What follows belongs to an exercise in optimizing a design on an open flow for small area, a short achievable clock period and few clock cycles; a production flow would make more cautious choices.
At most, simulation tests tie the RTL to the original design; equivalence was not proved.
Power figures rest on the tool's default switching activity, not on a simulated workload.

== branch violet ==
==> flow/design.v <==
module lz11_dec (
    input  wire        clk,
    input  wire        rst,         
    input  wire        start,       
    input  wire [23:0] ilen,        
    output wire        idle,
    output wire        done,        
    output wire [3:0]  err,         
    input  wire        in_valid,
    input  wire [7:0]  in_data,
    output reg         in_ready,
    output reg         out_valid,
    output reg  [7:0]  out_data,
    input  wire        out_ready,
    output reg         hist_re,
    output reg  [11:0] hist_raddr,
    input  wire [7:0]  hist_rdata,
    output reg         hist_we,
    output reg  [11:0] hist_waddr,
    output reg  [7:0]  hist_wdata
);
    localparam [4:0] S_IDLE = 5'd0,
                     S_H0   = 5'd1,    
                     S_H1   = 5'd2,
                     S_H2   = 5'd3,
                     S_H3   = 5'd4,
                     S_X0   = 5'd5,    
                     S_X1   = 5'd6,
                     S_X2   = 5'd7,
                     S_X3   = 5'd8,
                     S_MAIN = 5'd9,    
                     S_B23  = 5'd10,   
                     S_B24  = 5'd11,   
                     S_B34  = 5'd12,   
                     S_LAST = 5'd13,   
                     S_CHK  = 5'd14,   
                     S_COPY = 5'd15,   
                     S_DONE = 5'd16;
    reg [4:0]  state;
    reg [23:0] remain;       
    reg [31:0] left;         
    reg [11:0] wp;           
    reg        wrapped;      
    reg [8:0]  flags;        
    reg [16:0] cnt;          
    reg [11:0] dm1;          
    reg        f3, f4;       
    reg [1:0]  ecode;        
    assign idle = (state == S_IDLE) || (state == S_DONE);
    assign done = (state == S_DONE);
    assign err  = {2'b00, ecode};
    wire rem_nz   = (remain != 24'd0);
    wire fl_empty = (flags[7:0] == 8'd0);
    wire is_ref   = flags[8];
    wire left_hi0 = (left[31:1] == 31'd0);
    wire left_one = left_hi0 & left[0];
    wire cnt_zero = (cnt == 17'd0);
    wire d1       = (dm1 == 12'd0);
    wire lit      = (state == S_MAIN) && !fl_empty && !is_ref;
    wire copy     = (state == S_COPY);
    wire take     = in_valid && in_ready;
    wire emit     = out_valid && out_ready;
    wire last_out = left_one || (copy && cnt_zero);
    always @(*) begin
        case (state)
            S_H0:                       in_ready = (remain[23:2] != 22'd0);
            S_H1, S_H2, S_H3:           in_ready = 1'b1;
            S_X0, S_X1, S_X2, S_X3,
            S_B23, S_B24, S_B34, S_LAST: in_ready = rem_nz;
            S_MAIN:                     in_ready = rem_nz && (fl_empty || is_ref || out_ready);
            default:                    in_ready = 1'b0;
        endcase
        out_valid  = copy || (lit && rem_nz && in_valid);
        out_data   = copy ? hist_rdata : in_data;
        hist_we    = emit;
        hist_waddr = wp;
        hist_wdata = out_data;
        hist_re    = (state == S_CHK) || (copy && out_ready && !last_out && !d1);
        hist_raddr = wp + ~dm1 + {11'd0, copy};
    end
    always @(posedge clk) begin
        if (rst) begin
            state <= S_IDLE;
        end else begin
            if (take)
                remain <= remain - 24'd1;
            if (emit) begin
                left    <= left - 32'd1;
                wp      <= wp + 12'd1;
                wrapped <= wrapped | (wp == 12'hfff);
            end
            case (state)
                S_IDLE: begin
                    if (start) begin
                        remain  <= ilen;
                        left    <= 32'd0;
                        wp      <= 12'd0;
                        wrapped <= 1'b0;
                        flags   <= 9'h100;
                        state   <= S_H0;
                    end
                end
                S_H0: begin
                    if (remain[23:2] == 22'd0) begin
                        ecode <= 2'b11; state <= S_DONE;
                    end else if (in_valid) begin
                        if (in_data != 8'h11) begin
                            ecode <= 2'b10; state <= S_DONE;
                        end else
                            state <= S_H1;
                    end
                end
                S_H1: if (in_valid) begin left[7:0]   <= in_data; state <= S_H2; end
                S_H2: if (in_valid) begin left[15:8]  <= in_data; state <= S_H3; end
                S_H3: if (in_valid) begin
                    left[23:16] <= in_data;
                    state <= ({in_data, left[15:0]} == 24'd0) ? S_X0 : S_MAIN;
                end
                S_X0, S_X1, S_X2, S_X3: begin
                    if (!rem_nz) begin
                        ecode <= 2'b11; state <= S_DONE;
                    end else if (in_valid) begin
                        case (state)
                            S_X0: begin left[7:0]   <= in_data; state <= S_X1; end
                            S_X1: begin left[15:8]  <= in_data; state <= S_X2; end
                            S_X2: begin left[23:16] <= in_data; state <= S_X3; end
                            default: begin
                                left[31:24] <= in_data;
                                if ({in_data, left[23:0]} == 32'd0) begin
                                    ecode <= 2'b00; state <= S_DONE;
                                end else
                                    state <= S_MAIN;
                            end
                        endcase
                    end
                end
                S_MAIN: begin
                    if (!rem_nz) begin
                        ecode <= 2'b11; state <= S_DONE;
                    end else if (fl_empty) begin
                        if (in_valid) flags <= {in_data, 1'b1};
                    end else if (!is_ref) begin
                        if (in_valid && out_ready) begin
                            flags <= {flags[7:0], 1'b0};
                            if (left_one) begin
                                ecode <= 2'b00; state <= S_DONE;
                            end
                        end
                    end else if (in_valid) begin
                        flags <= {flags[7:0], 1'b0};
                        f3 <= (in_data[7:4] == 4'h0);
                        f4 <= (in_data[7:4] == 4'h1);
                        if (in_data[7:5] == 3'd0) begin
                            cnt   <= {9'd0, in_data[3:0], 4'd0};
                            state <= in_data[4] ? S_B24 : S_B23;
                        end else begin
                            cnt       <= {13'd0, in_data[7:4]};
                            dm1[11:8] <= in_data[3:0];
                            state     <= S_LAST;
                        end
                    end
                end
                S_B23: if (rem_nz && in_valid) begin
                    cnt[3:0]  <= in_data[7:4];
                    dm1[11:8] <= in_data[3:0];
                    state     <= S_LAST;
                end else if (!rem_nz) begin
                    ecode <= 2'b11; state <= S_DONE;
                end
                S_B24: if (rem_nz && in_valid) begin
                    cnt[11:0] <= {cnt[7:4], in_data};
                    state     <= S_B34;
                end else if (!rem_nz) begin
                    ecode <= 2'b11; state <= S_DONE;
                end
                S_B34: if (rem_nz && in_valid) begin
                    cnt[15:0] <= {cnt[11:0], in_data[7:4]};
                    dm1[11:8] <= in_data[3:0];
                    state     <= S_LAST;
                end else if (!rem_nz) begin
                    ecode <= 2'b11; state <= S_DONE;
                end
                S_LAST: if (rem_nz && in_valid) begin
                    dm1[7:0] <= in_data;
                    cnt[16:4] <= cnt[16:4] + (f4 ? 13'h11 : f3 ? 13'h1 : 13'h0);
                    state    <= S_CHK;
                end else if (!rem_nz) begin
                    ecode <= 2'b11; state <= S_DONE;
                end
                S_CHK: begin
                    if (!wrapped && (dm1 >= wp)) begin
                        ecode <= 2'b10; state <= S_DONE;
                    end else
                        state <= S_COPY;
                end
                S_COPY: begin
                    if (out_ready) begin
                        cnt <= cnt - 17'd1;
                        if (left_one) begin
                            ecode <= 2'b00; state <= S_DONE;
                        end else if (cnt_zero)
                            state <= S_MAIN;
                    end
                end
                S_DONE: state <= S_IDLE;
                default: state <= S_IDLE;
            endcase
        end
    end
endmodule
Settings: LEC_CHECK=0, ABC_CLOCK_PERIOD_IN_PS=2300, CAP_MARGIN=20, CORE_MARGIN=2, CORE_UTILIZATION=50, PLACE_DENSITY=0.65, SETUP_SLACK_MARGIN=2.7, SLEW_MARGIN=20; clock period 5.0 ns.
run.sh (not shown) runs the stock make flow with config.mk's settings and CLKGATE_MAP_FILE= SYNTH_SCRIPT=/design/flow/synth_recipe.tcl, a recipe that flattens the netlist after the stock synthesis.
Both conditions hold for branch violet: the flow ran to the end and the final layout passed the timing, design-rule and antenna checks.
Testbench counts of branch violet, summed over its fixed seeds: cycles 275,318.
The inputs of branch quartz differ from those of branch violet as listed below.
- removing SETUP_SLACK_MARGIN (formerly 2.7)
- changing PLACE_DENSITY from 0.65 to 0.6
- removing ABC_CLOCK_PERIOD_IN_PS (formerly 2300)
- changing CORE_UTILIZATION from 50 to 40
==> results.txt <==
Across both runs, number of ordinary inverters in the final layout was lower for branch quartz than for branch violet. branch violet ended up with buf_4 as its most frequent standard cell in the layout excluding fill and tap cells; branch quartz ended up with nand2_1. The via density per instance of branch quartz is lower than that of branch violet. Taking branch violet as the reference point, the maximum frequency of branch quartz falls by about 14%. From branch violet to branch quartz the numbers moved as follows: area growth from synthesis to layout dropped 30 points, count of clock-buffer cells in the layout went down by 3, met3 wire length decreased by 27% relative to the old numbers, synthesized area saw little to no change. Going from branch violet to branch quartz, fraction of final layout cells with drive strength greater than 1 shrinks by 29 points. Diff branch quartz..branch violet | remaining number of nets flagged by the antenna check after routing | unchanged.

* * *

== run 1 ==
lz11_dec, a different RTL version from the one above (not shown whole).
Size: about 950 cells after synthesis, ~140 flip-flops, roughly 95 I/O pins.
clock: 5.0 ns
lec_check: 0
cap_margin: 20
core_margin: 2
core_utilization: 60
cts_buf_list: sky130_fd_sc_hd__clkbuf_8
cts_cluster_size: 30
place_density: 0.7
setup_slack_margin: 2.5
slew_margin: 20
Per the final summary, run 1 finished and its layout is clean on timing, DRC and antenna.
Testbench counts of run 1, summed over its fixed seeds: cycles 274,869.
The inputs of run 2 differ from those of run 1 as listed below.
==> flow/flow/run.sh (new file) <==
#!/bin/bash
# The standard layout (standard.sh: the standard flow's synthesis and ORFS steps), except
# that the port buffers are inserted as buf_1 cells instead of the default
# buffer the flow picks (clkdlybuf4s50_1); timing repair still resizes them.
set -euo pipefail
export BUFFER_PORTS_ARGS="-buffer_cell sky130_fd_sc_hd__buf_1"
bash standard.sh > standard.log 2>&1
==> flow/standard.sh (new file) <==
#!/bin/bash
# synth_recipe.tcl (not shown) runs the flow's synth.tcl, then flattens the netlist and writes it again
# the make line also repeats each setting of config.mk as NAME=value (left out here)
make -C /OpenROAD-flow-scripts/flow DESIGN_CONFIG=/design/flow/config.mk WORK_HOME=/design/flow/orfs CLKGATE_MAP_FILE= SYNTH_SCRIPT=/design/flow/synth_recipe.tcl "${@:-finish}"
removed: flow/run.sh
### Flow results
- Having completed the whole flow, run 2 delivered a layout that passed the timing, design-rule and antenna checks.
- Diff run 1..run 2 | full die area | unchanged
- Run 2 gives less power than run 1 did.
- Non-clock buffer share of cell area was lower in the run labelled run 2.
- Run 1 → run 2: total of fill cells in the finished design now sits higher; via count of the first global-routing pass -121.
- Reported for run 1 and run 2, effective utilization at floorplan turned out identical to the last digit.
diff inputs: run 2 => run 3
- a deleted CTS_BUF_LIST that had been sky130_fd_sc_hd__clkbuf_8
- a deleted CTS_CLUSTER_SIZE that had been 30
When run 3 is measured against run 2, its worst slew slack as a fraction of its limit turns out 0.75 points higher. Taking run 2 as the reference point, the overall power of the completed layout of run 3 rises by about 10%. On run 3: sum of met2 wire segment lengths after detailed routing is 82 µm higher than what run 2 gave. On fmax, run 2 and run 3 are basically level. When the final numbers for run 2 and run 3 were put side by side, the area overhead of the layout relative to synthesis turned out to be greater in run 3. | final worst slack | run 3 vs run 2 | ≈ equal |. Looking only at clock-buffer cell count, and setting everything else aside, the lower value of run 2 and run 3 goes to run 2.
For run 4, these inputs were changed with respect to run 3:
- CORE_UTILIZATION now 70, was 60
- PLACE_DENSITY now 0.8, was 0.7
Findings:
Routed wire length: run 4 > run 3. Run 3 vs run 4, end point of the critical path: hist_wdata[1] vs rp[8]. Initial cell density of the core is lower on run 3. Clock power in run 4 vs run 3: down about 5%. Of the two values seen for highest-delay cell along the critical path, sky130_fd_sc_hd__o21ai_2 was produced by run 3 and sky130_fd_sc_hd__fa_2 by run 4.

* * *

lz11_dec, a different RTL version from the one above (not shown whole).
Size: roughly 140 flip-flops, about 8000 um2 of cells after synthesis.
==> flow/design.v (excerpt) <==
module lz11_dec (
    input  wire        clk,
    input  wire        rst,         
    input  wire        start,       
    input  wire [23:0] ilen,        
    output wire        idle,
    output wire        done,        
    output wire [3:0]  err,         
    input  wire        in_valid,
    input  wire [7:0]  in_data,
    output wire        in_ready,
    output wire        out_valid,
    output wire [7:0]  out_data,
    input  wire        out_ready,
    output wire        hist_re,
    output wire [11:0] hist_raddr,
    input  wire [7:0]  hist_rdata,
    output wire        hist_we,
    output wire [11:0] hist_waddr,
    output wire [7:0]  hist_wdata
);
==> flow/config.mk <==
export PLATFORM = sky130hd
export DESIGN_NAME = lz11_dec
export DESIGN_NICKNAME = lz11_dec
export VERILOG_FILES = /design/flow/design.v
export SDC_FILE = /design/flow/constraint.sdc
export NUM_CORES = 4
export LEC_CHECK = 0
export CAP_MARGIN = 20
export CORE_MARGIN = 2
export CORE_UTILIZATION = 60
export CTS_BUF_LIST = sky130_fd_sc_hd__clkbuf_4
export CTS_CLUSTER_SIZE = 20
export PLACE_DENSITY = 0.7
export SETUP_SLACK_MARGIN = 2.5
export SLEW_MARGIN = 20
==> flow/constraint.sdc <==
create_clock -name core_clock -period 5.0 [get_ports {clk}]
set_input_delay 1.0000 -clock core_clock [delete_from_list [all_inputs] [get_ports {clk}]]
set_output_delay 1.0000 -clock core_clock [all_outputs]
set_load 0.01 [all_outputs]
standard.sh (not shown) runs the stock make flow with config.mk's settings and CLKGATE_MAP_FILE= SYNTH_SCRIPT=/design/flow/synth_recipe.tcl, a recipe that flattens the netlist after the stock synthesis.
==> flow/flow/run.sh <==
#!/bin/bash
# The standard layout (standard.sh: the standard flow's synthesis and ORFS steps), except
# that the port buffers are inserted as buf_1 cells instead of the default
# buffer the flow picks (clkdlybuf4s50_1); timing repair still resizes them.
set -euo pipefail
export BUFFER_PORTS_ARGS="-buffer_cell sky130_fd_sc_hd__buf_1"
bash standard.sh > standard.log 2>&1
The baseline produced a clean layout.
Testbench counts at the start, summed over its fixed seeds: cycles 274,869.
Rerun with:
Settings changed: CTS_BUF_LIST sky130_fd_sc_hd__clkbuf_4 to sky130_fd_sc_hd__clkbuf_8, CTS_CLUSTER_SIZE 20 to 30.
Flip-flop and latch count is unchanged.
Die area is unchanged.
Routed wire length is about the same.
Non-clock buffer count goes up by 2.
Design area goes up by 0.96%.
Worst setup slack gets better by 16 ps.
Clock power goes up by about 20%.
Global-route usage goes up by 0.20 points.
Count of clock-buffer cells in the layout goes down by 1.
Register-to-register slack hardly moves.
Combinational power barely changes.
Rerun with:
Settings changed: SETUP_SLACK_MARGIN 2.5 to 2.6.
Effect: Power shrinks by a few percent. Sequential power stays flat. Hold slack gets better by 3.7 ps. Final area grows by a few percent. Clock power shrinks by a little under a tenth. Critical path depth shrinks by 1. Routed wire length grows slightly. Sequential cell count stays the same. Synthesized area stays the same. Global-route usage grows by 0.42 points. Fmax shrinks slightly.
Rerun with:
Settings changed: CTS_CLUSTER_SIZE 30 to 50, SETUP_SLACK_MARGIN 2.6 to 2.5.
What happened: Via count decreases by about 0.6%. Routed wire length decreases by 1.9%. Power increases by about 2.7%.

* * *

Another version of the RTL of lz11_dec (not shown whole).
Size: about 1100 cells after synthesis, roughly 170 flip-flops, about 95 I/O pins.
// lz11_dec
module lz11_dec (
    input  wire        clk,
    input  wire        rst,         
    input  wire        start,       
    input  wire [23:0] ilen,        
    output wire        idle,
    output wire        done,        
    output wire [3:0]  err,         
    input  wire        in_valid,
    input  wire [7:0]  in_data,
    output wire        in_ready,
    output wire        out_valid,
    output wire [7:0]  out_data,
    input  wire        out_ready,
    output wire        hist_re,
    output wire [11:0] hist_raddr,
    input  wire [7:0]  hist_rdata,
    output wire        hist_we,
    output wire [11:0] hist_waddr,
    output wire [7:0]  hist_wdata
);
Settings: LEC_CHECK=0, CAP_MARGIN=20, CORE_MARGIN=2, CORE_UTILIZATION=50, PLACE_DENSITY=0.65, SETUP_SLACK_MARGIN=3.0, SLEW_MARGIN=20; clock period 5.0 ns.
run.sh (not shown) runs the stock make flow with config.mk's settings and CLKGATE_MAP_FILE= SYNTH_SCRIPT=/design/flow/synth_recipe.tcl, a recipe that flattens the netlist after the stock synthesis.
Stock flow here: none of the scripts above is used.
The starting point produced a clean layout.
Then changed:
SETUP_SLACK_MARGIN = 2.7   (was 3.0)
Result:
- The new run passed the timing, design-rule and antenna checks
- power climbs by 2.8%
- core utilization falls by 5.6 points
- die area is unchanged
- first-iteration DRC count fell by 21%
- clock skew rose by 4.4 ps
- wire length decreases by 8.6%
No functional check of the RTL was part of any run of this note.

* * *

== R ==
Another version of the RTL of lz11_dec (not shown whole).
Size: roughly 1200 cells after synthesis, about 130 flip-flops, ~95 I/O pins, about 9000 sq um of cells after synthesis.
Design lz11_dec, start of the top module:
module lz11_dec (
    input  wire        clk,
    input  wire        rst,         
    input  wire        start,       
    input  wire [23:0] ilen,        
    output wire        idle,
    output wire        done,        
    output wire [3:0]  err,         
    input  wire        in_valid,
    input  wire [7:0]  in_data,
    output wire        in_ready,
    output wire        out_valid,
    output wire [7:0]  out_data,
    input  wire        out_ready,
    output wire        hist_re,
    output wire [11:0] hist_raddr,
    input  wire [7:0]  hist_rdata,
    output wire        hist_we,
    output wire [11:0] hist_waddr,
    output wire [7:0]  hist_wdata
);
Settings: LEC_CHECK=0, CAP_MARGIN=20, CORE_MARGIN=2, CORE_UTILIZATION=40, PLACE_DENSITY=0.6, SETUP_SLACK_MARGIN=2.2, SLEW_MARGIN=20; clock period 5.0 ns.
Input-level comparison between Q and R:
- changing SETUP_SLACK_MARGIN from 2.2 to 2.5
### Flow results
Total cell area at the placement stage went up slightly going from R to Q.
Summary of the comparison: global-route usage over all layers is higher in Q, relative to R.
On max capacitance violation total, Q tracks R almost exactly.
Delay contributed by the slowest stage of the critical path was lower in Q than in R.
Delta (Q minus R): critical path depth now larger; average routed wire per standard cell now larger; number of fill cells in the layout now smaller.
Function was not checked in any run of this note: the RTL went through the layout flow alone.

[what the ideal ports hide]
Ports are ideal in the flow. The routed layouts listed here were re-timed in OpenROAD.
Step 1 sets driving cells, clkbuf_16 on the clock port and buf_2 on the other inputs (assumed; they add their load-dependent delay and slew).
Step 2 also shifts input and output timing later by t, the mid clock arrival at the registers, as if the neighbouring blocks saw the same clock.
a / b / c = ideal ports / drivers / drivers and shift; a / b = the first two.
run	t (ns)	setup slack, ns	hold WS [ns]	clock arrival spread, ns	cell pins on the clock port's net
branch violet	0.469	1.017 / 0.966 / 1.430	0.593 / 0.593 / 0.593	0.010 / 0.010	1
branch quartz	0.466	0.343 / 0.292 / 0.758	0.578 / 0.578 / 0.578	0.012 / 0.012	1
run 1	0.484	2.289 / 2.248 / 1.869	0.485 / 0.485 / 0.485	0.014 / 0.014	1
run 2	0.491	2.325 / 2.263 / 1.897	0.490 / 0.490 / 0.490	0.009 / 0.010	1
run 3	0.467	2.322 / 2.254 / 1.848	0.485 / 0.485 / 0.485	0.007 / 0.007	1
run 4	0.470	2.236 / 2.241 / 1.771	0.505 / 0.505 / 0.505	0.009 / 0.010	1
the first run of note 3	0.595	2.313 / 2.265 / 1.873	0.487 / 0.487 / 0.487	0.017 / 0.017	1
the second run of note 3	0.504	2.329 / 2.281 / 1.951	0.479 / 0.479 / 0.479	0.013 / 0.013	1
the third run of note 3	0.496	2.316 / 2.294 / 1.874	0.483 / 0.483 / 0.483	0.009 / 0.010	1
the fourth run of note 3	0.504	2.329 / 2.281 / 1.951	0.479 / 0.479 / 0.479	0.013 / 0.013	1
the first run of note 4	0.481	1.969 / 1.969 / 1.969	0.474 / 0.474 / 0.474	0.008 / 0.008	1
the second run of note 4	0.480	2.097 / 2.097 / 1.879	0.472 / 0.472 / 0.472	0.012 / 0.012	1
R	0.476	1.861 / 1.861 / 1.523	0.533 / 0.533 / 0.533	0.015 / 0.014	1
Q	0.476	1.823 / 1.823 / 1.452	0.520 / 0.520 / 0.520	0.014 / 0.014	1
After both steps every run listed still meets setup and hold. For run 3, which loses most, drivers alone change the setup slack by -0.068 ns; drivers and shift together by -0.474 ns.
